Source: an optimization exercise on an open RTL-to-GDS flow (aim: small area). Production flows keep margins and buffers that such runs may drop. In this exercise RTL edits were held to simulation tests only and were not proved equivalent to the original. Power is estimated from default activity; no workload was simulated.

[flow/config.mk]
export PLATFORM = sky130hd
export DESIGN_NAME = koki_h74
export DESIGN_NICKNAME = koki_h74
export VERILOG_FILES = /design/flow/design.v
export SDC_FILE = /design/flow/constraint.sdc
export NUM_CORES = 4
export LEC_CHECK = 0
export ABC_AREA = 1
export CAP_MARGIN = 20
export CORE_MARGIN = 2
export CORE_UTILIZATION = 35
export GPL_TIMING_DRIVEN = 0
export SLEW_MARGIN = 20
export SYNTH_HIERARCHICAL = 1
export SYNTH_MEMORY_MAX_BITS = 32768
[flow/constraint.sdc]
create_clock -name core_clock -period 7.0 [get_ports {clk}]
set_input_delay 1.4000 -clock core_clock [delete_from_list [all_inputs] [get_ports {clk}]]
set_output_delay 1.4000 -clock core_clock [all_outputs]
set_load 0.01 [all_outputs]
[flow/design.v]
module koki_core (
    input wire rst,
    input wire cmd_we,
    input wire [31:0] cmd,
    input wire [19:0] m_q,
    input wire grid_q,
    input wire inv_q,
    input wire ill_q,
    output wire [19:0] m_d,
    output wire grid_d,
    output wire inv_d,
    output wire ill_d,
    output wire [35:0] res,
    output wire [1:0] status
);
  wire new_n119, new_n120, new_n121, new_n122, new_n123, new_n124, new_n125, new_n126, new_n127, new_n128, new_n129, new_n130, new_n131, new_n132, new_n133, new_n134, new_n135, new_n136, new_n137, new_n138, new_n139, new_n140, new_n141, new_n142, new_n143, new_n144, new_n145, new_n146, new_n147, new_n148, new_n149, new_n150, new_n151, new_n152, new_n153, new_n154, new_n155, new_n156, new_n157, new_n158, new_n159, new_n160, new_n161, new_n162, new_n163, new_n164, new_n165, new_n166, new_n167, new_n168, new_n169, new_n170, new_n171, new_n172, new_n173, new_n174, new_n175, new_n176, new_n177, new_n178, new_n179, new_n180, new_n181, new_n182, new_n183, new_n184, new_n185, new_n186, new_n187, new_n188, new_n189, new_n190, new_n191, new_n192, new_n193, new_n194, new_n195, new_n196, new_n197, new_n198, new_n199, new_n200, new_n201, new_n202, new_n203, new_n204, new_n205, new_n206, new_n207, new_n208, new_n209, new_n210, new_n211, new_n212, new_n213, new_n214, new_n215, new_n216, new_n217, new_n218, new_n219, new_n220, new_n221, new_n222, new_n223, new_n224, new_n225, new_n226, new_n227, new_n228, new_n229, new_n230, new_n231, new_n232, new_n233, new_n234, new_n235, new_n236, new_n237, new_n238, new_n239, new_n240, new_n241, new_n242, new_n243, new_n244, new_n245, new_n246, new_n247, new_n248, new_n249, new_n250, new_n251, new_n252, new_n253, new_n254, new_n255, new_n256, new_n257, new_n258, new_n259, new_n260, new_n261, new_n262, new_n263, new_n264, new_n265, new_n266, new_n267, new_n268, new_n269, new_n270, new_n271, new_n272, new_n273, new_n274, new_n275, new_n276, new_n277, new_n278, new_n279, new_n280, new_n281, new_n282, new_n283, new_n284, new_n285, new_n286, new_n287, new_n288, new_n289, new_n290, new_n291, new_n292, new_n293, new_n294, new_n295, new_n296, new_n297, new_n298, new_n299, new_n300, new_n301, new_n302, new_n303, new_n304, new_n305, new_n306, new_n307, new_n308, new_n309, new_n310, new_n311, new_n312, new_n313, new_n314, new_n315, new_n316, new_n317, new_n318, new_n319, new_n320, new_n321, new_n322, new_n323, new_n324, new_n325, new_n326, new_n327, new_n328, new_n329, new_n330, new_n331, new_n332, new_n333, new_n334, new_n335, new_n336, new_n337, new_n338, new_n339, new_n340, new_n341, new_n342, new_n343, new_n344, new_n345, new_n346, new_n347, new_n348, new_n349, new_n350, new_n351, new_n352, new_n353, new_n354, new_n355, new_n356, new_n357, new_n358, new_n359, new_n360, new_n361, new_n362, new_n363, new_n364, new_n365, new_n366, new_n367, new_n368, new_n369, new_n370, new_n371, new_n372, new_n373, new_n374, new_n375, new_n376, new_n377, new_n378, new_n379, new_n380, new_n381, new_n382, new_n383, new_n384, new_n385, new_n386, new_n387, new_n388, new_n389, new_n390, new_n391, new_n392, new_n393, new_n394, new_n395, new_n396, new_n397, new_n398, new_n399, new_n400, new_n401, new_n402, new_n403, new_n404, new_n405, new_n406, new_n407, new_n408, new_n409, new_n410, new_n411, new_n412, new_n413, new_n414, new_n415, new_n416, new_n417, new_n418, new_n419, new_n420, new_n421, new_n422, new_n423, new_n424, new_n425, new_n426, new_n427, new_n428, new_n429, new_n430, new_n431, new_n432, new_n433, new_n434, new_n435, new_n436, new_n437, new_n438, new_n439, new_n440, new_n441, new_n442, new_n443, new_n444, new_n445, new_n446, new_n447, new_n448, new_n449, new_n450, new_n451, new_n452, new_n453, new_n454, new_n455, new_n456, new_n457, new_n458, new_n459, new_n460, new_n461, new_n462, new_n463, new_n464, new_n465, new_n466, new_n467, new_n468, new_n469, new_n470, new_n471, new_n472, new_n473, new_n474, new_n475, new_n476, new_n477, new_n478, new_n479, new_n480, new_n481, new_n482, new_n483, new_n484, new_n485, new_n486, new_n487, new_n488, new_n489, new_n490, new_n491, new_n492, new_n493, new_n494, new_n495, new_n496, new_n497, new_n498, new_n499, new_n500, new_n501, new_n502, new_n503, new_n504, new_n505, new_n506, new_n507, new_n508, new_n509, new_n510, new_n511, new_n512, new_n513, new_n514, new_n515, new_n516, new_n517, new_n518, new_n519, new_n520, new_n521, new_n522, new_n523, new_n524, new_n525, new_n526, new_n527, new_n528, new_n529, new_n530, new_n531, new_n532, new_n533, new_n534, new_n535, new_n536, new_n538, new_n539, new_n540, new_n541, new_n542, new_n543, new_n544, new_n545, new_n546, new_n547, new_n548, new_n549, new_n550, new_n551, new_n552, new_n553, new_n554, new_n555, new_n556, new_n557, new_n558, new_n559, new_n560, new_n562, new_n563, new_n564, new_n565, new_n566, new_n567, new_n568, new_n569, new_n570, new_n571, new_n572, new_n573, new_n574, new_n575, new_n576, new_n577, new_n578, new_n579, new_n580, new_n581, new_n582, new_n583, new_n585, new_n586, new_n587, new_n588, new_n589, new_n590, new_n591, new_n592, new_n593, new_n594, new_n595, new_n596, new_n597, new_n598, new_n599, new_n600, new_n601, new_n602, new_n603, new_n604, new_n606, new_n607, new_n608, new_n609, new_n610, new_n611, new_n612, new_n613, new_n614, new_n615, new_n616, new_n617, new_n618, new_n620, new_n621, new_n622, new_n623, new_n624, new_n625, new_n626, new_n627, new_n628, new_n629, new_n630, new_n631, new_n632, new_n634, new_n635, new_n636, new_n637, new_n638, new_n639, new_n640, new_n641, new_n642, new_n643, new_n644, new_n645, new_n646, new_n647, new_n649, new_n650, new_n651, new_n652, new_n653, new_n654, new_n655, new_n656, new_n657, new_n658, new_n660, new_n661, new_n662, new_n663, new_n664, new_n665, new_n666, new_n667, new_n668, new_n669, new_n670, new_n671, new_n672, new_n673, new_n674, new_n676, new_n677, new_n678, new_n679, new_n680, new_n681, new_n682, new_n683, new_n684, new_n685, new_n687, new_n688, new_n689, new_n690, new_n691, new_n692, new_n694, new_n695, new_n696, new_n697, new_n698, new_n700, new_n701, new_n702, new_n703, new_n705, new_n706, new_n707, new_n708, new_n710, new_n711, new_n712, new_n713, new_n715, new_n716, new_n717, new_n718, new_n720, new_n721, new_n722, new_n723, new_n725, new_n726, new_n727, new_n728, new_n730, new_n731, new_n732, new_n733, new_n735, new_n736, new_n737, new_n739, new_n740, new_n742, new_n743, new_n744, new_n745, new_n746, new_n747, new_n748, new_n749, new_n750, new_n751, new_n752, new_n753, new_n754, new_n755, new_n756, new_n757, new_n758, new_n759, new_n760, new_n761, new_n762, new_n763, new_n764, new_n765, new_n766, new_n767, new_n768, new_n769, new_n770, new_n771, new_n773, new_n774, new_n776, new_n777, new_n778, new_n779, new_n780, new_n781, new_n782, new_n783, new_n784, new_n786, new_n787, new_n788, new_n789, new_n790, new_n791, new_n792, new_n793, new_n794, new_n795, new_n797, new_n798, new_n799, new_n800, new_n801, new_n802, new_n803, new_n804, new_n805, new_n807, new_n808, new_n809, new_n810, new_n811, new_n812, new_n813, new_n814, new_n815, new_n817, new_n818, new_n819, new_n820, new_n821, new_n822, new_n823, new_n824, new_n825, new_n827, new_n828, new_n829, new_n830, new_n831, new_n832, new_n833, new_n834, new_n836, new_n837, new_n838, new_n839, new_n840, new_n841, new_n842, new_n844, new_n845, new_n846, new_n847, new_n848, new_n849, new_n850, new_n852, new_n853, new_n854, new_n855, new_n856, new_n857, new_n858, new_n860, new_n861, new_n862, new_n863, new_n864, new_n865, new_n866, new_n868, new_n869, new_n871, new_n873, new_n875, new_n877, new_n879, new_n880, new_n881, new_n882, new_n883, new_n885, new_n886, new_n887, new_n888, new_n889, new_n891, new_n892, new_n893, new_n894, new_n895, new_n897, new_n898, new_n899, new_n900, new_n901, new_n903, new_n904, new_n905, new_n906, new_n907, new_n909, new_n911, new_n913, new_n915, new_n917, new_n919, new_n921, new_n923, new_n925, new_n927, new_n930, new_n932, new_n934, new_n936;
  assign new_n119 = cmd[28] & ~cmd[31] ;
  assign new_n120 = ~cmd[20] & ~cmd[21] ;
  assign new_n121 = ~cmd[22] & new_n120;
  assign new_n122 = cmd[28] & cmd[29] ;
  assign new_n123 = cmd[30] & new_n122;
  assign new_n124 = ~new_n121 & ~new_n123;
  assign new_n125 = ~cmd[12] & ~cmd[13] ;
  assign new_n126 = ~cmd[14] & ~cmd[15] ;
  assign new_n127 = new_n125 & new_n126;
  assign new_n128 = ~cmd[8] & ~cmd[9] ;
  assign new_n129 = ~cmd[10] & ~cmd[11] ;
  assign new_n130 = new_n128 & new_n129;
  assign new_n131 = new_n127 & new_n130;
  assign new_n132 = ~cmd[29] & cmd[31] ;
  assign new_n133 = cmd[7] & new_n132;
  assign new_n134 = ~cmd[16] & ~cmd[17] ;
  assign new_n135 = ~cmd[18] & ~cmd[19] ;
  assign new_n136 = new_n134 & new_n135;
  assign new_n137 = ~new_n133 & new_n136;
  assign new_n138 = new_n131 & new_n137;
  assign new_n139 = ~cmd[28] & cmd[31] ;
  assign new_n140 = cmd[29] & new_n139;
  assign new_n141 = ~new_n138 & ~new_n140;
  assign new_n142 = ~new_n124 & ~new_n141;
  assign new_n143 = cmd[22] & ~new_n120;
  assign new_n144 = cmd[28] & new_n132;
  assign new_n145 = ~new_n143 & new_n144;
  assign new_n146 = ~new_n142 & ~new_n145;
  assign new_n147 = ~cmd[25] & ~cmd[26] ;
  assign new_n148 = ~cmd[27] & new_n147;
  assign new_n149 = ~rst & cmd_we;
  assign new_n150 = ~cmd[23] & ~cmd[24] ;
  assign new_n151 = new_n149 & new_n150;
  assign new_n152 = new_n148 & new_n151;
  assign new_n153 = ~new_n146 & new_n152;
  assign new_n154 = ~cmd[30] & new_n153;
  assign new_n155 = cmd[29] & new_n154;
  assign new_n156 = new_n119 & new_n155;
  assign new_n157 = cmd[5] & ~cmd[29] ;
  assign new_n158 = ~cmd[5] & cmd[29] ;
  assign new_n159 = ~cmd[5] & ~cmd[6] ;
  assign new_n160 = ~cmd[0] & cmd[4] ;
  assign new_n161 = ~cmd[1] & ~cmd[2] ;
  assign new_n162 = cmd[1] & cmd[2] ;
  assign new_n163 = ~new_n161 & ~new_n162;
  assign new_n164 = cmd[5] & cmd[6] ;
  assign new_n165 = ~new_n159 & ~new_n164;
  assign new_n166 = new_n163 & ~new_n165;
  assign new_n167 = ~new_n163 & new_n165;
  assign new_n168 = ~new_n166 & ~new_n167;
  assign new_n169 = ~new_n160 & new_n168;
  assign new_n170 = ~cmd[2] & cmd[6] ;
  assign new_n171 = cmd[2] & ~cmd[6] ;
  assign new_n172 = ~new_n170 & ~new_n171;
  assign new_n173 = cmd[3] & ~cmd[7] ;
  assign new_n174 = cmd[1] & ~cmd[5] ;
  assign new_n175 = ~new_n173 & ~new_n174;
  assign new_n176 = new_n172 & new_n175;
  assign new_n177 = ~new_n169 & new_n176;
  assign new_n178 = new_n170 & ~new_n173;
  assign new_n179 = ~cmd[3] & cmd[7] ;
  assign new_n180 = ~new_n178 & ~new_n179;
  assign new_n181 = ~new_n177 & new_n180;
  assign new_n182 = ~cmd[3] & ~cmd[4] ;
  assign new_n183 = ~cmd[5] & ~cmd[7] ;
  assign new_n184 = cmd[5] & cmd[7] ;
  assign new_n185 = ~new_n183 & ~new_n184;
  assign new_n186 = ~new_n182 & ~new_n185;
  assign new_n187 = cmd[1] & new_n171;
  assign new_n188 = ~new_n186 & ~new_n187;
  assign new_n189 = ~new_n159 & ~new_n188;
  assign new_n190 = cmd[3] & ~cmd[4] ;
  assign new_n191 = ~cmd[3] & cmd[4] ;
  assign new_n192 = ~new_n190 & ~new_n191;
  assign new_n193 = new_n165 & new_n192;
  assign new_n194 = ~cmd[3] & new_n170;
  assign new_n195 = new_n193 & new_n194;
  assign new_n196 = ~new_n189 & ~new_n195;
  assign new_n197 = ~new_n181 & ~new_n196;
  assign new_n198 = ~cmd[4] & new_n197;
  assign new_n199 = ~cmd[0] & ~cmd[2] ;
  assign new_n200 = cmd[3] & ~new_n161;
  assign new_n201 = ~new_n199 & new_n200;
  assign new_n202 = cmd[4] & new_n201;
  assign new_n203 = ~cmd[0] & ~cmd[1] ;
  assign new_n204 = new_n171 & ~new_n203;
  assign new_n205 = new_n202 & new_n204;
  assign new_n206 = ~cmd[7] & ~new_n205;
  assign new_n207 = cmd[5] & ~new_n206;
  assign new_n208 = new_n181 & ~new_n207;
  assign new_n209 = ~cmd[5] & ~new_n201;
  assign new_n210 = cmd[6] & new_n209;
  assign new_n211 = cmd[4] & ~new_n210;
  assign new_n212 = new_n208 & new_n211;
  assign new_n213 = ~new_n198 & ~new_n212;
  assign new_n214 = ~new_n186 & ~new_n206;
  assign new_n215 = cmd[7] & new_n202;
  assign new_n216 = ~new_n214 & ~new_n215;
  assign new_n217 = ~new_n165 & ~new_n216;
  assign new_n218 = new_n165 & ~new_n214;
  assign new_n219 = ~cmd[5] & ~new_n190;
  assign new_n220 = new_n163 & ~new_n219;
  assign new_n221 = ~cmd[2] & ~cmd[3] ;
  assign new_n222 = ~cmd[4] & ~cmd[6] ;
  assign new_n223 = cmd[2] & cmd[3] ;
  assign new_n224 = new_n222 & ~new_n223;
  assign new_n225 = ~new_n221 & new_n224;
  assign new_n226 = ~new_n220 & new_n225;
  assign new_n227 = ~new_n218 & ~new_n226;
  assign new_n228 = ~new_n217 & new_n227;
  assign new_n229 = new_n213 & ~new_n228;
  assign new_n230 = ~new_n197 & ~new_n229;
  assign new_n231 = new_n159 & ~new_n230;
  assign new_n232 = cmd[7] & ~new_n231;
  assign new_n233 = ~cmd[29] & ~new_n232;
  assign new_n234 = ~cmd[5] & new_n200;
  assign new_n235 = ~cmd[4] & ~new_n234;
  assign new_n236 = ~cmd[6] & ~new_n235;
  assign new_n237 = ~new_n230 & new_n236;
  assign new_n238 = cmd[6] & ~cmd[7] ;
  assign new_n239 = cmd[0] & new_n162;
  assign new_n240 = new_n234 & new_n239;
  assign new_n241 = cmd[4] & ~cmd[5] ;
  assign new_n242 = ~cmd[4] & cmd[5] ;
  assign new_n243 = ~new_n200 & new_n242;
  assign new_n244 = ~new_n241 & ~new_n243;
  assign new_n245 = ~new_n240 & new_n244;
  assign new_n246 = new_n238 & ~new_n245;
  assign new_n247 = ~cmd[6] & ~cmd[7] ;
  assign new_n248 = cmd[5] & new_n247;
  assign new_n249 = ~new_n224 & new_n248;
  assign new_n250 = ~new_n202 & new_n249;
  assign new_n251 = new_n163 & new_n192;
  assign new_n252 = new_n183 & new_n224;
  assign new_n253 = ~new_n251 & new_n252;
  assign new_n254 = cmd[6] & cmd[7] ;
  assign new_n255 = new_n203 & new_n221;
  assign new_n256 = ~new_n219 & ~new_n255;
  assign new_n257 = new_n254 & ~new_n256;
  assign new_n258 = new_n191 & ~new_n239;
  assign new_n259 = new_n257 & ~new_n258;
  assign new_n260 = ~new_n253 & ~new_n259;
  assign new_n261 = ~new_n250 & new_n260;
  assign new_n262 = ~new_n246 & new_n261;
  assign new_n263 = ~new_n237 & new_n262;
  assign new_n264 = ~new_n230 & new_n263;
  assign new_n265 = ~cmd[5] & new_n264;
  assign new_n266 = ~new_n119 & ~new_n139;
  assign new_n267 = cmd[7] & new_n266;
  assign new_n268 = ~new_n265 & new_n267;
  assign new_n269 = ~new_n233 & ~new_n268;
  assign new_n270 = cmd[4] & ~new_n269;
  assign new_n271 = ~cmd[4] & new_n269;
  assign new_n272 = ~new_n270 & ~new_n271;
  assign new_n273 = cmd[29] & ~new_n263;
  assign new_n274 = ~new_n213 & new_n228;
  assign new_n275 = ~cmd[29] & ~new_n229;
  assign new_n276 = ~new_n274 & new_n275;
  assign new_n277 = ~new_n266 & ~new_n276;
  assign new_n278 = ~new_n273 & ~new_n277;
  assign new_n279 = cmd[1] & new_n121;
  assign new_n280 = ~cmd[20] & cmd[21] ;
  assign new_n281 = cmd[9] & new_n280;
  assign new_n282 = cmd[17] & cmd[22] ;
  assign new_n283 = ~new_n281 & ~new_n282;
  assign new_n284 = cmd[20] & cmd[21] ;
  assign new_n285 = cmd[13] & new_n284;
  assign new_n286 = cmd[20] & ~cmd[21] ;
  assign new_n287 = cmd[5] & new_n286;
  assign new_n288 = ~new_n285 & ~new_n287;
  assign new_n289 = new_n283 & new_n288;
  assign new_n290 = ~new_n279 & new_n289;
  assign new_n291 = ~new_n278 & new_n290;
  assign new_n292 = new_n278 & ~new_n290;
  assign new_n293 = ~new_n291 & ~new_n292;
  assign new_n294 = cmd[0] & new_n121;
  assign new_n295 = cmd[16] & cmd[22] ;
  assign new_n296 = cmd[8] & new_n280;
  assign new_n297 = ~new_n295 & ~new_n296;
  assign new_n298 = ~new_n294 & new_n297;
  assign new_n299 = cmd[29] & new_n266;
  assign new_n300 = cmd[0] & cmd[2] ;
  assign new_n301 = ~new_n199 & ~new_n300;
  assign new_n302 = ~new_n163 & new_n191;
  assign new_n303 = ~new_n301 & new_n302;
  assign new_n304 = new_n257 & ~new_n303;
  assign new_n305 = cmd[1] & ~new_n301;
  assign new_n306 = ~cmd[5] & ~new_n305;
  assign new_n307 = ~cmd[4] & ~new_n306;
  assign new_n308 = new_n200 & ~new_n307;
  assign new_n309 = ~new_n243 & ~new_n308;
  assign new_n310 = ~cmd[7] & ~new_n309;
  assign new_n311 = new_n203 & new_n242;
  assign new_n312 = ~new_n191 & ~new_n311;
  assign new_n313 = ~cmd[2] & ~new_n312;
  assign new_n314 = ~new_n162 & new_n241;
  assign new_n315 = new_n301 & new_n314;
  assign new_n316 = ~cmd[6] & ~new_n234;
  assign new_n317 = ~new_n315 & new_n316;
  assign new_n318 = ~new_n313 & new_n317;
  assign new_n319 = ~new_n310 & ~new_n318;
  assign new_n320 = ~cmd[3] & new_n184;
  assign new_n321 = new_n201 & ~new_n224;
  assign new_n322 = ~new_n209 & ~new_n321;
  assign new_n323 = new_n223 & new_n241;
  assign new_n324 = new_n247 & ~new_n323;
  assign new_n325 = ~new_n322 & new_n324;
  assign new_n326 = ~new_n320 & ~new_n325;
  assign new_n327 = ~new_n319 & new_n326;
  assign new_n328 = ~new_n304 & ~new_n327;
  assign new_n329 = new_n299 & ~new_n328;
  assign new_n330 = new_n185 & new_n208;
  assign new_n331 = ~cmd[4] & ~new_n330;
  assign new_n332 = cmd[5] & new_n254;
  assign new_n333 = ~new_n202 & new_n332;
  assign new_n334 = cmd[2] & new_n183;
  assign new_n335 = ~cmd[6] & ~new_n334;
  assign new_n336 = ~new_n186 & new_n335;
  assign new_n337 = ~new_n333 & ~new_n336;
  assign new_n338 = ~new_n255 & ~new_n337;
  assign new_n339 = new_n197 & ~new_n338;
  assign new_n340 = ~new_n331 & ~new_n339;
  assign new_n341 = ~new_n198 & ~new_n340;
  assign new_n342 = ~cmd[29] & ~cmd[31] ;
  assign new_n343 = cmd[28] & new_n342;
  assign new_n344 = ~new_n212 & new_n343;
  assign new_n345 = ~new_n341 & new_n344;
  assign new_n346 = ~new_n329 & ~new_n345;
  assign new_n347 = ~new_n298 & ~new_n346;
  assign new_n348 = ~cmd[29] & ~new_n345;
  assign new_n349 = ~new_n347 & ~new_n348;
  assign new_n350 = new_n293 & new_n349;
  assign new_n351 = ~new_n291 & ~new_n350;
  assign new_n352 = new_n264 & new_n266;
  assign new_n353 = ~new_n276 & ~new_n352;
  assign new_n354 = ~new_n268 & ~new_n337;
  assign new_n355 = ~new_n353 & new_n354;
  assign new_n356 = ~new_n230 & new_n337;
  assign new_n357 = ~new_n266 & ~new_n356;
  assign new_n358 = ~cmd[29] & ~new_n357;
  assign new_n359 = cmd[4] & new_n259;
  assign new_n360 = ~new_n249 & ~new_n332;
  assign new_n361 = new_n299 & new_n360;
  assign new_n362 = ~new_n359 & new_n361;
  assign new_n363 = new_n337 & new_n362;
  assign new_n364 = new_n353 & new_n363;
  assign new_n365 = ~new_n358 & ~new_n364;
  assign new_n366 = ~new_n355 & new_n365;
  assign new_n367 = new_n351 & ~new_n366;
  assign new_n368 = ~new_n351 & new_n366;
  assign new_n369 = cmd[2] & new_n121;
  assign new_n370 = cmd[18] & cmd[22] ;
  assign new_n371 = cmd[6] & new_n286;
  assign new_n372 = ~new_n370 & ~new_n371;
  assign new_n373 = ~new_n369 & new_n372;
  assign new_n374 = ~new_n368 & ~new_n373;
  assign new_n375 = ~new_n367 & ~new_n374;
  assign new_n376 = ~new_n232 & ~new_n247;
  assign new_n377 = cmd[4] & cmd[6] ;
  assign new_n378 = ~new_n230 & ~new_n377;
  assign new_n379 = cmd[5] & ~new_n222;
  assign new_n380 = ~new_n378 & new_n379;
  assign new_n381 = ~new_n376 & ~new_n380;
  assign new_n382 = ~new_n236 & ~new_n381;
  assign new_n383 = new_n362 & ~new_n382;
  assign new_n384 = ~new_n266 & ~new_n381;
  assign new_n385 = ~new_n383 & ~new_n384;
  assign new_n386 = ~new_n375 & new_n385;
  assign new_n387 = ~cmd[28] & new_n132;
  assign new_n388 = ~new_n343 & ~new_n387;
  assign new_n389 = ~new_n299 & new_n388;
  assign new_n390 = new_n385 & ~new_n389;
  assign new_n391 = new_n375 & ~new_n390;
  assign new_n392 = cmd[3] & ~new_n391;
  assign new_n393 = ~new_n386 & ~new_n392;
  assign new_n394 = new_n272 & ~new_n393;
  assign new_n395 = ~new_n270 & ~new_n394;
  assign new_n396 = ~new_n158 & ~new_n395;
  assign new_n397 = ~new_n157 & ~new_n396;
  assign new_n398 = ~new_n238 & ~new_n342;
  assign new_n399 = ~new_n397 & ~new_n398;
  assign new_n400 = ~cmd[6] & cmd[29] ;
  assign new_n401 = cmd[6] & new_n397;
  assign new_n402 = ~new_n400 & ~new_n401;
  assign new_n403 = ~new_n399 & new_n402;
  assign new_n404 = cmd[7] & ~new_n403;
  assign new_n405 = cmd[29] & new_n399;
  assign new_n406 = ~new_n404 & ~new_n405;
  assign new_n407 = ~new_n386 & ~new_n391;
  assign new_n408 = cmd[3] & new_n121;
  assign new_n409 = cmd[11] & new_n280;
  assign new_n410 = cmd[19] & cmd[22] ;
  assign new_n411 = ~new_n409 & ~new_n410;
  assign new_n412 = cmd[15] & new_n284;
  assign new_n413 = cmd[7] & new_n286;
  assign new_n414 = ~new_n412 & ~new_n413;
  assign new_n415 = new_n411 & new_n414;
  assign new_n416 = ~new_n408 & new_n415;
  assign new_n417 = ~new_n407 & new_n416;
  assign new_n418 = new_n407 & ~new_n416;
  assign new_n419 = ~new_n417 & ~new_n418;
  assign new_n420 = ~new_n272 & new_n393;
  assign new_n421 = ~new_n132 & ~new_n394;
  assign new_n422 = ~new_n420 & new_n421;
  assign new_n423 = ~new_n419 & new_n422;
  assign new_n424 = new_n419 & ~new_n422;
  assign new_n425 = ~new_n423 & ~new_n424;
  assign new_n426 = cmd[12] & new_n284;
  assign new_n427 = cmd[4] & new_n286;
  assign new_n428 = ~new_n426 & ~new_n427;
  assign new_n429 = new_n298 & new_n428;
  assign new_n430 = ~new_n346 & new_n429;
  assign new_n431 = new_n346 & ~new_n429;
  assign new_n432 = ~new_n430 & ~new_n431;
  assign new_n433 = ~new_n293 & ~new_n349;
  assign new_n434 = ~new_n350 & ~new_n433;
  assign new_n435 = ~new_n432 & ~new_n434;
  assign new_n436 = ~new_n367 & ~new_n368;
  assign new_n437 = cmd[14] & new_n284;
  assign new_n438 = cmd[10] & new_n280;
  assign new_n439 = ~new_n437 & ~new_n438;
  assign new_n440 = new_n373 & new_n439;
  assign new_n441 = new_n436 & ~new_n440;
  assign new_n442 = ~new_n436 & new_n440;
  assign new_n443 = ~new_n441 & ~new_n442;
  assign new_n444 = new_n435 & new_n443;
  assign new_n445 = new_n432 & ~new_n434;
  assign new_n446 = new_n443 & new_n445;
  assign new_n447 = ~new_n443 & ~new_n445;
  assign new_n448 = ~new_n446 & ~new_n447;
  assign new_n449 = ~new_n444 & new_n448;
  assign new_n450 = new_n425 & ~new_n449;
  assign new_n451 = ~new_n419 & new_n444;
  assign new_n452 = new_n448 & ~new_n451;
  assign new_n453 = ~new_n425 & new_n452;
  assign new_n454 = ~new_n450 & ~new_n453;
  assign new_n455 = new_n406 & ~new_n454;
  assign new_n456 = ~new_n406 & new_n454;
  assign new_n457 = ~new_n455 & ~new_n456;
  assign new_n458 = cmd[6] & new_n342;
  assign new_n459 = ~new_n400 & ~new_n458;
  assign new_n460 = new_n397 & ~new_n459;
  assign new_n461 = ~new_n397 & new_n459;
  assign new_n462 = ~new_n460 & ~new_n461;
  assign new_n463 = ~cmd[31] & new_n157;
  assign new_n464 = ~new_n158 & ~new_n463;
  assign new_n465 = new_n395 & ~new_n464;
  assign new_n466 = ~new_n395 & new_n464;
  assign new_n467 = ~new_n465 & ~new_n466;
  assign new_n468 = new_n462 & ~new_n467;
  assign new_n469 = new_n419 & new_n444;
  assign new_n470 = new_n422 & new_n469;
  assign new_n471 = new_n467 & ~new_n470;
  assign new_n472 = ~new_n462 & new_n471;
  assign new_n473 = ~new_n468 & ~new_n472;
  assign new_n474 = new_n457 & ~new_n473;
  assign new_n475 = ~new_n457 & new_n473;
  assign new_n476 = ~new_n474 & ~new_n475;
  assign new_n477 = new_n156 & ~new_n476;
  assign new_n478 = cmd[28] & ~cmd[29] ;
  assign new_n479 = ~cmd[28] & cmd[29] ;
  assign new_n480 = ~new_n478 & ~new_n479;
  assign new_n481 = ~cmd[30] & new_n480;
  assign new_n482 = ~new_n299 & new_n481;
  assign new_n483 = ~cmd[28] & new_n342;
  assign new_n484 = cmd[30] & ~new_n483;
  assign new_n485 = ~new_n482 & ~new_n484;
  assign new_n486 = new_n153 & new_n485;
  assign new_n487 = ~new_n432 & new_n486;
  assign new_n488 = new_n154 & ~new_n483;
  assign new_n489 = new_n183 & new_n222;
  assign new_n490 = cmd[7] & cmd[29] ;
  assign new_n491 = ~new_n478 & ~new_n490;
  assign new_n492 = ~new_n489 & ~new_n491;
  assign new_n493 = cmd[30] & ~cmd[31] ;
  assign new_n494 = ~new_n492 & new_n493;
  assign new_n495 = new_n153 & new_n494;
  assign new_n496 = ~new_n488 & ~new_n495;
  assign new_n497 = ~rst & new_n496;
  assign new_n498 = m_q[0] & new_n497;
  assign new_n499 = new_n478 & new_n495;
  assign new_n500 = ~cmd[3] & ~new_n301;
  assign new_n501 = cmd[3] & new_n301;
  assign new_n502 = ~new_n500 & ~new_n501;
  assign new_n503 = new_n499 & new_n502;
  assign new_n504 = new_n154 & new_n387;
  assign new_n505 = ~new_n222 & ~new_n377;
  assign new_n506 = new_n301 & ~new_n505;
  assign new_n507 = ~new_n301 & new_n505;
  assign new_n508 = ~new_n506 & ~new_n507;
  assign new_n509 = ~new_n123 & ~new_n508;
  assign new_n510 = ~cmd[20] & ~new_n509;
  assign new_n511 = ~new_n165 & ~new_n192;
  assign new_n512 = ~new_n193 & ~new_n511;
  assign new_n513 = ~new_n123 & new_n512;
  assign new_n514 = ~cmd[22] & new_n123;
  assign new_n515 = ~new_n513 & ~new_n514;
  assign new_n516 = ~new_n510 & new_n515;
  assign new_n517 = ~new_n123 & new_n168;
  assign new_n518 = ~cmd[21] & new_n123;
  assign new_n519 = ~new_n517 & ~new_n518;
  assign new_n520 = new_n516 & new_n519;
  assign new_n521 = cmd[6] & ~new_n520;
  assign new_n522 = ~cmd[6] & new_n520;
  assign new_n523 = ~new_n521 & ~new_n522;
  assign new_n524 = new_n504 & ~new_n523;
  assign new_n525 = new_n479 & ~new_n508;
  assign new_n526 = ~cmd[22] & new_n286;
  assign new_n527 = ~cmd[0] & ~new_n526;
  assign new_n528 = cmd[0] & new_n526;
  assign new_n529 = new_n122 & ~new_n528;
  assign new_n530 = ~new_n527 & new_n529;
  assign new_n531 = ~new_n525 & ~new_n530;
  assign new_n532 = new_n495 & ~new_n531;
  assign new_n533 = ~new_n524 & ~new_n532;
  assign new_n534 = ~new_n503 & new_n533;
  assign new_n535 = ~new_n498 & new_n534;
  assign new_n536 = ~new_n487 & new_n535;
  assign m_d[0] = new_n477 | ~new_n536;
  assign new_n538 = ~new_n434 & new_n486;
  assign new_n539 = new_n156 & new_n432;
  assign new_n540 = m_q[1] & new_n497;
  assign new_n541 = new_n510 & new_n515;
  assign new_n542 = new_n519 & new_n541;
  assign new_n543 = cmd[5] & ~new_n542;
  assign new_n544 = ~cmd[5] & new_n542;
  assign new_n545 = ~new_n543 & ~new_n544;
  assign new_n546 = new_n504 & ~new_n545;
  assign new_n547 = new_n168 & ~new_n480;
  assign new_n548 = ~cmd[22] & new_n280;
  assign new_n549 = cmd[1] & ~new_n548;
  assign new_n550 = ~cmd[1] & new_n548;
  assign new_n551 = new_n480 & ~new_n550;
  assign new_n552 = ~new_n549 & new_n551;
  assign new_n553 = ~new_n547 & ~new_n552;
  assign new_n554 = new_n495 & new_n553;
  assign new_n555 = ~new_n546 & ~new_n554;
  assign new_n556 = ~new_n540 & new_n555;
  assign new_n557 = new_n503 & ~new_n556;
  assign new_n558 = ~new_n503 & new_n556;
  assign new_n559 = ~new_n557 & ~new_n558;
  assign new_n560 = ~new_n539 & ~new_n559;
  assign m_d[1] = new_n538 | ~new_n560;
  assign new_n562 = new_n443 & new_n486;
  assign new_n563 = ~new_n432 & new_n434;
  assign new_n564 = ~new_n445 & ~new_n563;
  assign new_n565 = new_n156 & ~new_n564;
  assign new_n566 = m_q[2] & new_n497;
  assign new_n567 = new_n516 & ~new_n519;
  assign new_n568 = cmd[4] & ~new_n567;
  assign new_n569 = ~cmd[4] & new_n567;
  assign new_n570 = ~new_n568 & ~new_n569;
  assign new_n571 = new_n504 & ~new_n570;
  assign new_n572 = ~new_n510 & ~new_n515;
  assign new_n573 = new_n519 & new_n572;
  assign new_n574 = cmd[2] & ~new_n573;
  assign new_n575 = ~cmd[2] & new_n573;
  assign new_n576 = ~new_n574 & ~new_n575;
  assign new_n577 = new_n122 & ~new_n576;
  assign new_n578 = ~new_n480 & ~new_n512;
  assign new_n579 = ~new_n577 & ~new_n578;
  assign new_n580 = new_n495 & ~new_n579;
  assign new_n581 = ~new_n571 & ~new_n580;
  assign new_n582 = ~new_n566 & new_n581;
  assign new_n583 = ~new_n565 & new_n582;
  assign m_d[2] = new_n562 | ~new_n583;
  assign new_n585 = new_n419 & new_n486;
  assign new_n586 = new_n443 & new_n563;
  assign new_n587 = ~new_n443 & ~new_n563;
  assign new_n588 = ~new_n586 & ~new_n587;
  assign new_n589 = new_n156 & ~new_n588;
  assign new_n590 = m_q[3] & new_n497;
  assign new_n591 = new_n504 & ~new_n576;
  assign new_n592 = new_n120 & new_n515;
  assign new_n593 = ~cmd[3] & new_n592;
  assign new_n594 = ~cmd[1] & new_n301;
  assign new_n595 = ~new_n305 & ~new_n594;
  assign new_n596 = ~cmd[29] & ~new_n595;
  assign new_n597 = cmd[3] & ~new_n592;
  assign new_n598 = ~new_n596 & ~new_n597;
  assign new_n599 = ~new_n593 & new_n598;
  assign new_n600 = cmd[28] & new_n495;
  assign new_n601 = ~new_n599 & new_n600;
  assign new_n602 = ~new_n591 & ~new_n601;
  assign new_n603 = ~new_n590 & new_n602;
  assign new_n604 = ~new_n589 & new_n603;
  assign m_d[3] = new_n585 | ~new_n604;
  assign new_n606 = new_n422 & new_n486;
  assign new_n607 = ~new_n444 & new_n564;
  assign new_n608 = new_n419 & ~new_n607;
  assign new_n609 = ~new_n419 & new_n607;
  assign new_n610 = ~new_n608 & ~new_n609;
  assign new_n611 = new_n156 & new_n610;
  assign new_n612 = m_q[4] & new_n497;
  assign new_n613 = new_n122 & new_n495;
  assign new_n614 = ~new_n570 & new_n613;
  assign new_n615 = cmd[2] & new_n499;
  assign new_n616 = ~new_n614 & ~new_n615;
  assign new_n617 = ~new_n612 & new_n616;
  assign new_n618 = ~new_n611 & new_n617;
  assign m_d[4] = new_n606 | ~new_n618;
  assign new_n620 = ~new_n435 & ~new_n443;
  assign new_n621 = ~new_n451 & ~new_n620;
  assign new_n622 = new_n422 & ~new_n621;
  assign new_n623 = ~new_n422 & new_n621;
  assign new_n624 = ~new_n622 & ~new_n623;
  assign new_n625 = new_n156 & ~new_n624;
  assign new_n626 = new_n467 & new_n486;
  assign new_n627 = m_q[5] & new_n497;
  assign new_n628 = cmd[1] & new_n499;
  assign new_n629 = ~new_n545 & new_n613;
  assign new_n630 = ~new_n628 & ~new_n629;
  assign new_n631 = ~new_n627 & new_n630;
  assign new_n632 = ~new_n626 & new_n631;
  assign m_d[5] = new_n625 | ~new_n632;
  assign new_n634 = ~new_n422 & new_n469;
  assign new_n635 = ~new_n419 & ~new_n444;
  assign new_n636 = ~new_n634 & ~new_n635;
  assign new_n637 = new_n467 & ~new_n636;
  assign new_n638 = ~new_n467 & new_n636;
  assign new_n639 = ~new_n637 & ~new_n638;
  assign new_n640 = new_n156 & ~new_n639;
  assign new_n641 = new_n462 & new_n486;
  assign new_n642 = m_q[6] & new_n497;
  assign new_n643 = ~new_n523 & new_n613;
  assign new_n644 = cmd[0] & new_n499;
  assign new_n645 = ~new_n643 & ~new_n644;
  assign new_n646 = ~new_n642 & new_n645;
  assign new_n647 = ~new_n641 & new_n646;
  assign m_d[6] = new_n640 | ~new_n647;
  assign new_n649 = ~new_n406 & new_n486;
  assign new_n650 = ~new_n422 & ~new_n469;
  assign new_n651 = ~new_n467 & new_n470;
  assign new_n652 = ~new_n650 & ~new_n651;
  assign new_n653 = ~new_n462 & ~new_n652;
  assign new_n654 = new_n462 & new_n652;
  assign new_n655 = ~new_n653 & ~new_n654;
  assign new_n656 = new_n156 & new_n655;
  assign new_n657 = m_q[7] & new_n497;
  assign new_n658 = ~new_n656 & ~new_n657;
  assign m_d[7] = new_n649 | ~new_n658;
  assign new_n660 = new_n480 & new_n486;
  assign new_n661 = ~new_n476 & new_n660;
  assign new_n662 = ~new_n471 & ~new_n651;
  assign new_n663 = new_n406 & ~new_n662;
  assign new_n664 = new_n470 & new_n654;
  assign new_n665 = ~new_n406 & new_n664;
  assign new_n666 = new_n406 & ~new_n664;
  assign new_n667 = ~new_n665 & ~new_n666;
  assign new_n668 = new_n662 & new_n667;
  assign new_n669 = ~new_n663 & ~new_n668;
  assign new_n670 = new_n156 & ~new_n669;
  assign new_n671 = m_q[8] & new_n497;
  assign new_n672 = cmd[8] & new_n155;
  assign new_n673 = ~new_n671 & ~new_n672;
  assign new_n674 = ~new_n670 & new_n673;
  assign m_d[8] = new_n661 | ~new_n674;
  assign new_n676 = new_n467 & ~new_n664;
  assign new_n677 = new_n457 & new_n676;
  assign new_n678 = ~new_n457 & ~new_n676;
  assign new_n679 = ~new_n677 & ~new_n678;
  assign new_n680 = new_n156 & ~new_n679;
  assign new_n681 = new_n432 & new_n660;
  assign new_n682 = m_q[9] & new_n497;
  assign new_n683 = cmd[9] & new_n155;
  assign new_n684 = ~new_n682 & ~new_n683;
  assign new_n685 = ~new_n681 & new_n684;
  assign m_d[9] = new_n680 | ~new_n685;
  assign new_n687 = new_n119 & new_n667;
  assign new_n688 = ~cmd[10] & ~new_n687;
  assign new_n689 = new_n155 & ~new_n688;
  assign new_n690 = m_q[10] & new_n497;
  assign new_n691 = ~new_n564 & new_n660;
  assign new_n692 = ~new_n690 & ~new_n691;
  assign m_d[10] = new_n689 | ~new_n692;
  assign new_n694 = ~new_n588 & new_n660;
  assign new_n695 = m_q[11] & new_n497;
  assign new_n696 = cmd[11] & new_n155;
  assign new_n697 = ~new_n695 & ~new_n696;
  assign new_n698 = ~new_n694 & new_n697;
  assign m_d[11] = new_n477 | ~new_n698;
  assign new_n700 = new_n610 & new_n660;
  assign new_n701 = m_q[12] & new_n497;
  assign new_n702 = cmd[12] & new_n155;
  assign new_n703 = ~new_n701 & ~new_n702;
  assign m_d[12] = new_n700 | ~new_n703;
  assign new_n705 = ~new_n624 & new_n660;
  assign new_n706 = m_q[13] & new_n497;
  assign new_n707 = cmd[13] & new_n155;
  assign new_n708 = ~new_n706 & ~new_n707;
  assign m_d[13] = new_n705 | ~new_n708;
  assign new_n710 = ~new_n639 & new_n660;
  assign new_n711 = m_q[14] & new_n497;
  assign new_n712 = cmd[14] & new_n155;
  assign new_n713 = ~new_n711 & ~new_n712;
  assign m_d[14] = new_n710 | ~new_n713;
  assign new_n715 = new_n655 & new_n660;
  assign new_n716 = m_q[15] & new_n497;
  assign new_n717 = cmd[15] & new_n155;
  assign new_n718 = ~new_n716 & ~new_n717;
  assign m_d[15] = new_n715 | ~new_n718;
  assign new_n720 = new_n660 & ~new_n669;
  assign new_n721 = m_q[16] & new_n497;
  assign new_n722 = cmd[16] & new_n155;
  assign new_n723 = ~new_n721 & ~new_n722;
  assign m_d[16] = new_n720 | ~new_n723;
  assign new_n725 = new_n660 & ~new_n679;
  assign new_n726 = m_q[17] & new_n497;
  assign new_n727 = cmd[17] & new_n155;
  assign new_n728 = ~new_n726 & ~new_n727;
  assign m_d[17] = new_n725 | ~new_n728;
  assign new_n730 = new_n660 & new_n667;
  assign new_n731 = m_q[18] & new_n497;
  assign new_n732 = cmd[18] & new_n155;
  assign new_n733 = ~new_n731 & ~new_n732;
  assign m_d[18] = new_n730 | ~new_n733;
  assign new_n735 = m_q[19] & new_n497;
  assign new_n736 = cmd[19] & new_n155;
  assign new_n737 = ~new_n735 & ~new_n736;
  assign m_d[19] = new_n661 | ~new_n737;
  assign new_n739 = grid_q & new_n497;
  assign new_n740 = cmd[31] & new_n155;
  assign grid_d = new_n739 | new_n740;
  assign new_n742 = ~new_n163 & new_n511;
  assign new_n743 = ~new_n251 & ~new_n742;
  assign new_n744 = cmd[2] & ~new_n239;
  assign new_n745 = new_n489 & ~new_n744;
  assign new_n746 = new_n165 & ~new_n172;
  assign new_n747 = cmd[0] & ~cmd[4] ;
  assign new_n748 = cmd[7] & ~new_n747;
  assign new_n749 = ~cmd[7] & ~new_n160;
  assign new_n750 = ~new_n748 & ~new_n749;
  assign new_n751 = new_n746 & new_n750;
  assign new_n752 = ~cmd[2] & new_n160;
  assign new_n753 = new_n332 & new_n752;
  assign new_n754 = ~new_n751 & ~new_n753;
  assign new_n755 = ~new_n745 & new_n754;
  assign new_n756 = ~new_n743 & ~new_n755;
  assign new_n757 = new_n176 & ~new_n747;
  assign new_n758 = new_n755 & new_n757;
  assign new_n759 = new_n181 & new_n758;
  assign new_n760 = ~new_n756 & ~new_n759;
  assign new_n761 = new_n343 & ~new_n760;
  assign new_n762 = ~new_n162 & new_n182;
  assign new_n763 = ~new_n300 & new_n762;
  assign new_n764 = cmd[29] & ~new_n763;
  assign new_n765 = new_n182 & new_n239;
  assign new_n766 = ~new_n764 & ~new_n765;
  assign new_n767 = new_n332 & ~new_n389;
  assign new_n768 = ~new_n766 & new_n767;
  assign new_n769 = ~new_n761 & ~new_n768;
  assign new_n770 = new_n154 & ~new_n769;
  assign new_n771 = inv_q & new_n497;
  assign inv_d = new_n770 | new_n771;
  assign new_n773 = cmd_we & new_n496;
  assign new_n774 = ~ill_q & ~new_n773;
  assign ill_d = ~rst & ~new_n774;
  assign new_n776 = grid_q & ~inv_q;
  assign new_n777 = m_q[0] & new_n776;
  assign new_n778 = ~m_q[2] & ~m_q[3] ;
  assign new_n779 = m_q[2] & m_q[3] ;
  assign new_n780 = ~new_n778 & ~new_n779;
  assign new_n781 = new_n777 & new_n780;
  assign new_n782 = grid_q & new_n780;
  assign new_n783 = ~m_q[0] & ~inv_q;
  assign new_n784 = ~new_n782 & new_n783;
  assign res[0] = ~new_n781 & ~new_n784;
  assign new_n786 = ~m_q[4] & ~m_q[6] ;
  assign new_n787 = m_q[4] & m_q[6] ;
  assign new_n788 = ~new_n786 & ~new_n787;
  assign new_n789 = m_q[7] & new_n776;
  assign new_n790 = new_n788 & new_n789;
  assign new_n791 = ~m_q[7] & new_n776;
  assign new_n792 = ~new_n788 & new_n791;
  assign new_n793 = ~grid_q & ~inv_q;
  assign new_n794 = ~m_q[1] & new_n793;
  assign new_n795 = ~new_n792 & ~new_n794;
  assign res[1] = ~new_n790 & new_n795;
  assign new_n797 = ~m_q[8] & ~m_q[10] ;
  assign new_n798 = m_q[8] & m_q[10] ;
  assign new_n799 = ~new_n797 & ~new_n798;
  assign new_n800 = m_q[11] & new_n776;
  assign new_n801 = new_n799 & new_n800;
  assign new_n802 = ~m_q[11] & new_n776;
  assign new_n803 = ~new_n799 & new_n802;
  assign new_n804 = ~m_q[2] & new_n793;
  assign new_n805 = ~new_n803 & ~new_n804;
  assign res[2] = ~new_n801 & new_n805;
  assign new_n807 = ~m_q[12] & ~m_q[14] ;
  assign new_n808 = m_q[12] & m_q[14] ;
  assign new_n809 = ~new_n807 & ~new_n808;
  assign new_n810 = m_q[15] & new_n776;
  assign new_n811 = new_n809 & new_n810;
  assign new_n812 = ~m_q[15] & new_n776;
  assign new_n813 = ~new_n809 & new_n812;
  assign new_n814 = ~m_q[3] & new_n793;
  assign new_n815 = ~new_n813 & ~new_n814;
  assign res[3] = ~new_n811 & new_n815;
  assign new_n817 = ~m_q[16] & ~m_q[18] ;
  assign new_n818 = m_q[16] & m_q[18] ;
  assign new_n819 = ~new_n817 & ~new_n818;
  assign new_n820 = m_q[19] & new_n776;
  assign new_n821 = new_n819 & new_n820;
  assign new_n822 = ~m_q[19] & new_n776;
  assign new_n823 = ~new_n819 & new_n822;
  assign new_n824 = ~m_q[4] & new_n793;
  assign new_n825 = ~new_n823 & ~new_n824;
  assign res[4] = ~new_n821 & new_n825;
  assign new_n827 = ~m_q[5] & new_n793;
  assign new_n828 = ~m_q[0] & ~m_q[1] ;
  assign new_n829 = m_q[0] & m_q[1] ;
  assign new_n830 = ~new_n828 & ~new_n829;
  assign new_n831 = ~m_q[3] & new_n830;
  assign new_n832 = m_q[3] & ~new_n830;
  assign new_n833 = new_n776 & ~new_n832;
  assign new_n834 = ~new_n831 & new_n833;
  assign res[5] = ~new_n827 & ~new_n834;
  assign new_n836 = ~m_q[4] & ~m_q[5] ;
  assign new_n837 = m_q[4] & m_q[5] ;
  assign new_n838 = ~new_n836 & ~new_n837;
  assign new_n839 = new_n789 & new_n838;
  assign new_n840 = new_n791 & ~new_n838;
  assign new_n841 = ~m_q[6] & new_n793;
  assign new_n842 = ~new_n840 & ~new_n841;
  assign res[6] = ~new_n839 & new_n842;
  assign new_n844 = ~m_q[8] & ~m_q[9] ;
  assign new_n845 = m_q[8] & m_q[9] ;
  assign new_n846 = ~new_n844 & ~new_n845;
  assign new_n847 = new_n800 & new_n846;
  assign new_n848 = new_n802 & ~new_n846;
  assign new_n849 = ~m_q[7] & new_n793;
  assign new_n850 = ~new_n848 & ~new_n849;
  assign res[7] = ~new_n847 & new_n850;
  assign new_n852 = ~m_q[12] & ~m_q[13] ;
  assign new_n853 = m_q[12] & m_q[13] ;
  assign new_n854 = ~new_n852 & ~new_n853;
  assign new_n855 = new_n810 & new_n854;
  assign new_n856 = new_n812 & ~new_n854;
  assign new_n857 = ~m_q[8] & new_n793;
  assign new_n858 = ~new_n856 & ~new_n857;
  assign res[8] = ~new_n855 & new_n858;
  assign new_n860 = ~m_q[16] & ~m_q[17] ;
  assign new_n861 = m_q[16] & m_q[17] ;
  assign new_n862 = ~new_n860 & ~new_n861;
  assign new_n863 = new_n820 & new_n862;
  assign new_n864 = new_n822 & ~new_n862;
  assign new_n865 = ~m_q[9] & new_n793;
  assign new_n866 = ~new_n864 & ~new_n865;
  assign res[9] = ~new_n863 & new_n866;
  assign new_n868 = ~m_q[3] & new_n776;
  assign new_n869 = ~m_q[10] & new_n793;
  assign res[10] = ~new_n868 & ~new_n869;
  assign new_n871 = ~m_q[11] & new_n793;
  assign res[11] = ~new_n791 & ~new_n871;
  assign new_n873 = ~m_q[12] & new_n793;
  assign res[12] = ~new_n802 & ~new_n873;
  assign new_n875 = ~m_q[13] & new_n793;
  assign res[13] = ~new_n812 & ~new_n875;
  assign new_n877 = ~m_q[14] & new_n793;
  assign res[14] = ~new_n822 & ~new_n877;
  assign new_n879 = ~m_q[15] & new_n793;
  assign new_n880 = ~m_q[2] & new_n830;
  assign new_n881 = m_q[2] & ~new_n830;
  assign new_n882 = new_n776 & ~new_n881;
  assign new_n883 = ~new_n880 & new_n882;
  assign res[15] = ~new_n879 & ~new_n883;
  assign new_n885 = ~m_q[16] & new_n793;
  assign new_n886 = ~m_q[6] & new_n838;
  assign new_n887 = m_q[6] & ~new_n838;
  assign new_n888 = new_n776 & ~new_n887;
  assign new_n889 = ~new_n886 & new_n888;
  assign res[16] = ~new_n885 & ~new_n889;
  assign new_n891 = ~m_q[17] & new_n793;
  assign new_n892 = ~m_q[10] & new_n846;
  assign new_n893 = m_q[10] & ~new_n846;
  assign new_n894 = new_n776 & ~new_n893;
  assign new_n895 = ~new_n892 & new_n894;
  assign res[17] = ~new_n891 & ~new_n895;
  assign new_n897 = ~m_q[18] & new_n793;
  assign new_n898 = ~m_q[14] & new_n854;
  assign new_n899 = m_q[14] & ~new_n854;
  assign new_n900 = new_n776 & ~new_n899;
  assign new_n901 = ~new_n898 & new_n900;
  assign res[18] = ~new_n897 & ~new_n901;
  assign new_n903 = ~m_q[19] & new_n793;
  assign new_n904 = ~m_q[18] & new_n862;
  assign new_n905 = m_q[18] & ~new_n862;
  assign new_n906 = new_n776 & ~new_n905;
  assign new_n907 = ~new_n904 & new_n906;
  assign res[19] = ~new_n903 & ~new_n907;
  assign new_n909 = m_q[2] & grid_q;
  assign res[20] = inv_q | new_n909;
  assign new_n911 = m_q[6] & grid_q;
  assign res[21] = inv_q | new_n911;
  assign new_n913 = m_q[10] & grid_q;
  assign res[22] = inv_q | new_n913;
  assign new_n915 = m_q[14] & grid_q;
  assign res[23] = inv_q | new_n915;
  assign new_n917 = m_q[18] & grid_q;
  assign res[24] = inv_q | new_n917;
  assign new_n919 = m_q[1] & grid_q;
  assign res[25] = inv_q | new_n919;
  assign new_n921 = m_q[5] & grid_q;
  assign res[26] = inv_q | new_n921;
  assign new_n923 = m_q[9] & grid_q;
  assign res[27] = inv_q | new_n923;
  assign new_n925 = m_q[13] & grid_q;
  assign res[28] = inv_q | new_n925;
  assign new_n927 = m_q[17] & grid_q;
  assign res[29] = inv_q | new_n927;
  assign res[30] = inv_q | new_n777;
  assign new_n930 = m_q[4] & grid_q;
  assign res[31] = inv_q | new_n930;
  assign new_n932 = m_q[8] & grid_q;
  assign res[32] = inv_q | new_n932;
  assign new_n934 = m_q[12] & grid_q;
  assign res[33] = inv_q | new_n934;
  assign new_n936 = m_q[16] & grid_q;
  assign res[34] = inv_q | new_n936;
  assign res[35] = inv_q;
  assign status[0] = inv_q;
  assign status[1] = ill_q;
endmodule
module koki_h74 (
    input  wire        clk,
    input  wire        rst,
    input  wire        cmd_we,
    input  wire [31:0] cmd,
    output wire [35:0] res,
    output wire [1:0]  status      
);
    reg  [19:0] m_q;
    reg         grid_q, ill_q;
    reg         ninv_q;                   
    wire        inv_q = ~ninv_q;
    wire [19:0] m_d;
    wire        grid_d, inv_d, ill_d;
    koki_core u_core (
        .rst(rst), .cmd_we(cmd_we), .cmd(cmd),
        .m_q(m_q), .grid_q(grid_q), .inv_q(inv_q), .ill_q(ill_q),
        .m_d(m_d), .grid_d(grid_d), .inv_d(inv_d), .ill_d(ill_d),
        .res(res), .status(status)
    );
    always @(posedge clk) begin
        m_q    <= m_d;
        grid_q <= grid_d;
        ninv_q <= ~inv_d;
        ill_q  <= ill_d;
    end
endmodule
[flow/flow/run.sh]
#!/bin/bash
# Own layout flow: the standard layout (standard.sh) with
#  - synthesis by flow/synth.tcl: the standard flow's synthesis script, but ABC maps
#    for area (flow/abc.script) and no adder cells are extracted;
#  - the port buffers that global placement inserts made from buf_1.
# Registers, their names and cell types are those of the standard synthesis.
set -euo pipefail
HERE=$(pwd)
export OWN_ABC_SCRIPT="$HERE/flow/abc.script"
export BUFFER_PORTS_ARGS="-buffer_cell sky130_fd_sc_hd__buf_1"
bash standard.sh SYNTH_SCRIPT="$HERE/flow/synth.tcl" ADDER_MAP_FILE= finish > standard.log 2>&1
[flow/flow/abc.script]
strash
dch
map -D 4000 -B 0.1
topo
stime -c
[flow/flow/synth.tcl]
# The standard flow's synthesis script (synth_recipe.tcl) with two changes: every abc
# call maps with the area-oriented script flow/abc.script, and the caller
# sets ADDER_MAP_FILE empty so no half/full adder cells are extracted.
proc synth {args} { yosys synth -nofsm -noshare {*}$args }
proc abc {args} {
  set i [lsearch -exact $args -script]
  if { $i >= 0 } {
    set args [lreplace $args [expr {$i + 1}] [expr {$i + 1}] $::env(OWN_ABC_SCRIPT)]
  }
  yosys abc {*}$args
}
source $::env(SCRIPTS_DIR)/synth.tcl
# left out here: clear keep_hierarchy, flatten, clean up, hide names made inside functions, write 1_2_yosys.v
[flow/standard.sh]
#!/bin/bash
# synth_recipe.tcl (not shown) runs the flow's synth.tcl, then flattens the netlist and writes it again
# the make line also repeats each setting of config.mk as NAME=value (left out here)
make -C /OpenROAD-flow-scripts/flow DESIGN_CONFIG=/design/flow/config.mk WORK_HOME=/design/flow/orfs CLKGATE_MAP_FILE= SYNTH_SCRIPT=/design/flow/synth_recipe.tcl "${@:-finish}"
==> out/qor.yml, run 1 <==
placed_design:
  place_ws_ps: -332
  portBuffers: 72
  gp_congestion: 0.950
  hpwl_um: 9910
clocking:
  cts_tree: "built"
  clockBufferDepth: 2
  path_clk_slew_ps: 90
  cts_root_buf: "clkbuf_8"
  clkLatencyLatePin_ps: 260
  htree_levels: 1
  cts_buffers: 3
  cts.sinks: 23
floorplan:
  die_y_um: 100
  rows: 35
  io_pins: 73
  core_mm2: 0.00911
  die_w_um: 100
  dieArea_mm2: 0.0100
  initial_core_util_pct: 35.4
timing:
  hold_viol_final: 0
  rsz0062_at_grt: "no"
  maxSlewHeadroom_pct: 45.6
  slew_violations: 0
  clock_skew_ps: 0
  setup_viol: 0
  fin_ws_ps: 639
  whs_ps: 479
  min_period_ps: 6360
  tightest_slew_ps: 813
  post-route-period-util_pct: 90.9
  max_freq_mhz: 157
cells_and_area:
  n_fill_cell: 1020
  fin_nets: 678
  drive_above_1_share_pct: 5.45
  diodes: 0
  layout_common_cells: "nor2_1 (102), clkinv_1 (87), nand2_1 (86), buf_1 (67), a21oi_1 (51)"
  final_common_cell: "nor2_1"
  fin_util_pct: 41.1
  area_growth_pct: 16.1
yosys:
  yosysWarningCount: 7
  postSynthCellCount: 563
  ys_types: 37
  synth_top_area_share_pct: 14.3
  ys_seq_area_share_pct: 14.3
  ys_top_cells_by_area: "dfxtp_1 (14%), nor2_1 (12%), clkinv_1 (11%)"
  synth.avg_cell_area_um2: 5.73
  synth-edff-count: 0
  synth-seq-cells: 23
  synthFlopType: "dfxtp_1"
  yosys.area.top_type: "dfxtp_1"
  syn_nets: 598
  ys_async_sr_fraction_pct: 0
  netlist_area_mm2: 0.00323
pwr:
  cellLeakagePower_nw: 1.35
  total_power_uw: 506
  swShare_pct: 47.9
  p_int_uw: 264
  p_seq_share_pct: 26.0
  ir_worst_vdd_mv: 0.0639
  p_per_area_mw_per_mm2: 135
  power.share.clock_pct: 16.8
  combPwrFrac_pct: 57.3
  p_switching_uw: 243
setup_path:
  cpPeakStageDelay_ps: 340
  crit_required_ps: 7200
  crit_path_end_kind: "flop"
  crit_arrival_ps: 6560
  cp_max_fo: 14
  crit_top_cell: "nand2_1"
  crit_type: "primary input to flop"
  crit_start: "cmd[5]"
  rrSetupSlack_ps: 5780
  cp_slowest_cell: "or2_2"
  cp-start-kind: "primary input"
  reg2reg_from: "ninv_q$_DFF_P_"
grt:
  grt_max_degree: 21
  grt_pass1_vias: 3782
  antenna_found_initial: 0
  gr-usage-all-layers_pct: 23.8
  globalRouteOverflowTotal: 0
  grt_first_pass_wirelength_um: 19100
hold_path:
  worstHoldStart: "ill_q$_DFF_P_"
  hold_path_class: "flop to flop"
routing:
  drt_iter0_drc: 422
  drt-pass1-iter-count: 5
  vias: 4339
  drtAntennaViolNets: 0
  viasPerCell: 5.76
  wl_um: 12200
  drc: 0
  avgRoutedWirePerCell_um: 16.3
outcome:
  status: "finished clean"
flow_run:
  maxCapViolations: 0
kinds of logic (layout without fill, tap and decap cells):
logic type	count (synthesis)	after routing	share of synthesized area, %
compound gates	178	178	35.1
buf+inv	95	174	11.4
mux	1	1	0.349
flops	23	23	14.3
xor+xnor	37	37	10.0
simple gates	229	229	28.8
metrics by stage:
| stage | area [um^2] | setup TNS (ps) | std cells |
|---|---|---|---|
| after floorplan | 3230 | 0 | 563 |
| after global placement | 3630 | -2580 | 746 |
| after detailed placement | 3650 | -1930 | 747 |
| after CTS | 3700 | 0 | 751 |
| after global routing | 3740 | 0 | 753 |
| final | 3740 | 0 | 753 |
power by group through the flow:
stage | sequential, mW | combinational (mW) | clock [mW]
after detailed placement | 0.135 | 0.277 | 0
after floorplan | 0.135 | 0.197 | 0
final | 0.132 | 0.290 | 0.0848
after global placement | 0.135 | 0.276 | 0
after CTS | 0.132 | 0.279 | 0.0849
after global routing | 0.132 | 0.320 | 0.0909
worst max-delay path, delay by kind of cell:
kind,cells,cell delay [ps]
xor+xnor,1,320
compound gates,5,940
buf+inv,3,810
mux,1,300
simple gates,20,2780
state kept, by name, summed over array words and instances, names as in the netlist:
name    flops
m_q        20
ninv_q      1
grid_q      1
ill_q       1
synth_stat cells (6+ instances only):
library cell	count
o211ai_1	8
a22oi_1	23
dfxtp_1	23
o221ai_1	6
a221oi_1	14
clkinv_1	92
a21oi_1	51
o22ai_1	11
nor2_1	104
o21ai_0	43
xor2_1	25
nand2_1	86
xnor2_1	12
nand3_1	12
nor3_1	16
metal layers:
layer  global-route usage (%)  routed length (um)  vias to the layer above
li1                         -                   -                     2122
met1                     33.8                5470                     1950
met2                     37.6                5300                      230
met3                     3.55                1150                       37
met4                     6.74                 326                        0
met5                        0                   0                        -
what timing repair did:
item                                    4_1_cts  5_1_grt
resized for setup                             1       13
hold buffers                                  0        0
endpoints found under the setup margin        6       12
buffers inserted                              0        2
Yosys stat by module, one instance, submodules excluded:
module     cells  times used  cell area [um^2]  flops+latches
koki_core    538           1              2760              0
koki_h74      25           1               468             23
area by class of cell:
cell class	count	area, um^2	area share, %
Inverter	92	360	9.63
Multi-Input combinational cell	445	2410	64.4
Sequential cell	23	460	12.3
Tap cell	111	139	3.71
Buffer	3	22.5	0.602
Clock inverter	1	7.51	0.201
Timing Repair Buffer	75	303	8.09
Clock buffer	3	41.3	1.10
path summary, 6_finish.rpt:
check,end,depth (start not counted)
worst max-delay path,m_q[8]$_DFF_P_,30
worst min-delay path,ill_q$_DFF_P_,2
worst max register to register,ninv_q$_DFF_P_,4
worst min register to register,ill_q$_DFF_P_,2
==> run 2: changes to the inputs <==
--- a/flow/config.mk
+++ b/flow/config.mk
@@ -10,3 +10,3 @@
 export CORE_MARGIN = 2
-export CORE_UTILIZATION = 35
+export CORE_UTILIZATION = 55
 export GPL_TIMING_DRIVEN = 0
==> run 2 against run 1 <==
Design area decreased by 1.2%. Maximum frequency shrank 1.7%. Hold slack improved by 18 ps. Sequential cell count unchanged. Sequential share of layout area grew 0.15 points. Largest cell class unchanged. Critical path depth rose by 2. Largest power group unchanged. Combinational power rose by 6%. Critical path type unchanged. Sequential power hardly changed. Die area decreased by 35%. Via count is 3.6% higher. Synthesized cell count is the same.
==> out/qor.yml, run 2 <==
floorplan:
  io_pins: 73  # unchanged
  dieArea_mm2: 0.00649  # -35%
  core_mm2: 0.00557  # -39%
  die_w_um: 80.6  # -19%
  rows: 27  # -23%
  initial_core_util_pct: 57.9  # +22 points
  die_y_um: 80.6  # -19%
timing:
  max_freq_mhz: 154  # -1.7%
  hold_viol_final: 0  # unchanged
  setup_viol: 0  # unchanged
  fin_tns_setup_ps: 0  # unchanged
  tightest_slew_ps: 954  # +142 ps
  post-route-period-util_pct: 92.5  # +1.6 points
  min_period_ps: 6470  # +112 ps
  slew_violations: 0  # unchanged
  maxSlewHeadroom_pct: 36.2  # -9.5 points
  clock_skew_ps: 0  # unchanged
  fin_ws_ps: 526  # -112 ps
hold_path:
  hold_path_class: "flop to flop"
yosys:
  ys_types: 37  # unchanged
  ys_top_cells_by_count: "nor2_1 (104), clkinv_1 (92), nand2_1 (86)"
  ys_seq_area_share_pct: 14.3  # unchanged
  postSynthCellCount: 563  # unchanged
  ys_async_sr_fraction_pct: 0  # unchanged
  ys_top_cells_by_area: "dfxtp_1 (14%), nor2_1 (12%), clkinv_1 (11%)"
  yosysWarningCount: 7  # unchanged
  synth.avg_cell_area_um2: 5.73  # unchanged
  yosys.area.top_type: "dfxtp_1"
  netlist_area_mm2: 0.00323  # unchanged
  synthFlopType: "dfxtp_1"
  yosysMostFrequentCell: "nor2_1"
  synth_top_area_share_pct: 14.3  # unchanged
  syn_nets: 598  # unchanged
  synth-seq-cells: 23  # unchanged
  synth-edff-count: 0  # unchanged
setup_path:
  crit_path_end_kind: "flop"
  crit_required_ps: 7190  # about the same
  crit_arrival_ps: 6670  # +110 ps
  crit_type: "primary input to flop"
  cpPeakStageDelay_ps: 480  # +140 ps
  crit_top_cell: "nand2_1"
  cp_slowest_cell: "o21ai_0"
  cp_max_fo: 12  # -2
  critPathBufInv: 3  # unchanged
  crit_family: "simple AND/OR/NAND/NOR gates"
  cp-start-kind: "primary input"
placed_design:
  hpwl_um: 9820  # -0.89%
  gp_congestion: 1.03  # +8.8%
  placed_area_mm2: 0.00360  # -1.3%
  portBuffers: 72  # unchanged
  place_ws_ps: -394  # -62.5 ps
cells_and_area:
  diodes: 0  # unchanged
  n_fill_cell: 556  # -45%
  final_common_cell: "nor2_1"
  layout_common_cells: "nor2_1 (102), clkinv_1 (87), nand2_1 (86), buf_1 (68), a21oi_1 (51)"
  stdcell_area_mm2: 0.00370  # -1.2%
  fin_nets: 680  # +0.29%
  area_growth_pct: 14.7
  drive_above_1_share_pct: 5.28  # -0.17 points
  largest_reg_flops: 20  # unchanged
  largest-register: "m_q"
grt:
  gr-usage-all-layers_pct: 37.7  # +14 points
  antenna_found_initial: 0  # unchanged
  grt_pass1_vias: 3890  # +2.9%
  grt_max_degree: 26  # +24%
  globalRouteOverflowTotal: 0  # unchanged
  grt_first_pass_wirelength_um: 19100  # about the same
routing:
  wl_um: 12400  # +1.1%
  viasPerCell: 6.28  # +9.0%
  route.met3.wl_um: 1800  # +56%
  vias: 4497  # +3.6%
  drtAntennaViolNets: 0  # unchanged
  drt-pass1-iter-count: 6  # +1
  drc: 0  # unchanged
  avgRoutedWirePerCell_um: 17.3  # +6.3%
  wl_met1_um: 4930  # -10%
  top_layer: "met4"
  wl_met2_um: 5460  # +3.1%
  drt_iter0_drc: 671  # +59%
pwr:
  p_per_area_mw_per_mm2: 142  # +4.9%
  ir_worst_vdd_mv: 0.179  # +180%
  total_power_uw: 525  # +3.7%
  cellLeakagePower_nw: 1.36  # +0.62%
clocking:
  cts_buffers: 3  # unchanged
  clkLatencyLatePin_ps: 270  # about the same
  cts_root_buf: "clkbuf_8"
  cts.sinks: 23  # unchanged
  path_clk_slew_ps: 90  # about the same
  hold_buffers: 0  # unchanged
  clockBufferDepth: 2  # unchanged
  cts_tree: "built"
  htree_levels: 1  # unchanged
outcome:
  status: "finished clean"
flow_run:
  maxCapViolations: 0  # unchanged
run 2: area by class of cell:
class	count	area, um^2	share of cell area [%]
tap	72	90.1	2.44
inverter	92	360	9.74
buffer	3	22.5	0.609
clock inverter	1	5.00	0.135
sequential	23	460	12.4
timing repair buffer	77	317	8.56
multi-input combinational	445	2400	65.0
clock buffer	3	41.3	1.12
run 2: timing repair:
action	in CTS	in global routing
setup buffers	0	4
pin swaps	0	1
cloned	0	0
gates resized for setup	1	10
hold endpoints to repair	0	0
endpoints found under the setup margin	4	13
run 2: worst paths after layout:
kind,startpoint,end,slack [ps],depth (start not counted)
worst max-delay path,cmd[6],m_q[8]$_DFF_P_,530,32
worst max register to register,ninv_q$_DFF_P_,ninv_q$_DFF_P_,5740,4
worst min register to register,ill_q$_DFF_P_,ill_q$_DFF_P_,500,2
worst min-delay path,ill_q$_DFF_P_,ill_q$_DFF_P_,500,2
run 2: worst reg2reg max path, cell delays in order, from the launching register on:
cell and delay, ps:
dfxtp_1 310, clkinv_1 110, clkinv_1 390, o22ai_1 270
clkinv_1 80
run 2: metrics by stage:
| stage | instances | hold WS [ps] | utilization (%) |
|---|---|---|---|
| floorplan | 563 | 438 | - |
| global placement | 707 | 450 | 64.3 |
| detailed placement | 708 | 478 | 64.6 |
| CTS | 712 | 499 | 65.4 |
| global route | 716 | 507 | 66.4 |
| finish | 716 | 498 | 66.4 |
run 2: cell families after synthesis:
family                 share of synthesized area, %
XOR/XNOR                                       10.0
AO/OA/AOI/OAI                                  35.1
multiplexers                                  0.349
buffers and inverters                          11.4
flip-flops                                     14.3
AND/OR/NAND/NOR                                28.8
run 2: per-layer routing:
| metal | vias to the layer above | GRT usage [%] |
|---|---|---|
| met3 | 36 | 11.1 |
| met5 | - | 0 |
| met2 | 337 | 60.2 |
| li1 | 2128 | - |
| met1 | 1996 | 50.2 |
| met4 | 0 | 7.97 |
run 2: power breakdown:
group,total (mW),switching (mW),internal [mW]
registers,0.132,0.000366,0.131
logic,0.306,0.207,0.0985
clock network,0.0875,0.0477,0.0399
run 2: per-module statistics from Yosys, one instance, submodules excluded:
module / cells inside / cell area, um^2 / flip-flops and latches
koki_core: 538 / 2760 / 0
koki_h74: 25 / 468 / 23

-- static timing again, ports no longer ideal --
The results above use ideal ports. As a check the final layouts listed here were re-extracted and re-timed, cells and wires unchanged.
Step 1: set_driving_cell puts a clkbuf_16 on clk and a buf_2 on each other input, an assumption about the parent block.
Step 2 moves the port delays by t, midway between the first and last clock arrival at a register: inputs arrive t later, outputs are due t later. That takes back most of the time a late clock gives input paths.
Three values: ideal, step 1, step 2; two values: the first two.
run	shift t [ns]	setup WS [ns]	hold WS [ns]	latest minus earliest clock arrival (ns)
run 1	0.294	0.639 / 0.646 / 0.351	0.479 / 0.479 / 0.479	0.007 / 0.007
run 2	0.298	0.526 / 0.535 / 0.237	0.498 / 0.498 / 0.498	0.006 / 0.005
After both steps every run listed still meets setup and hold. The setup slack of run 2, which loses most, moves by +0.009 ns with the drivers and by -0.289 ns with both steps.
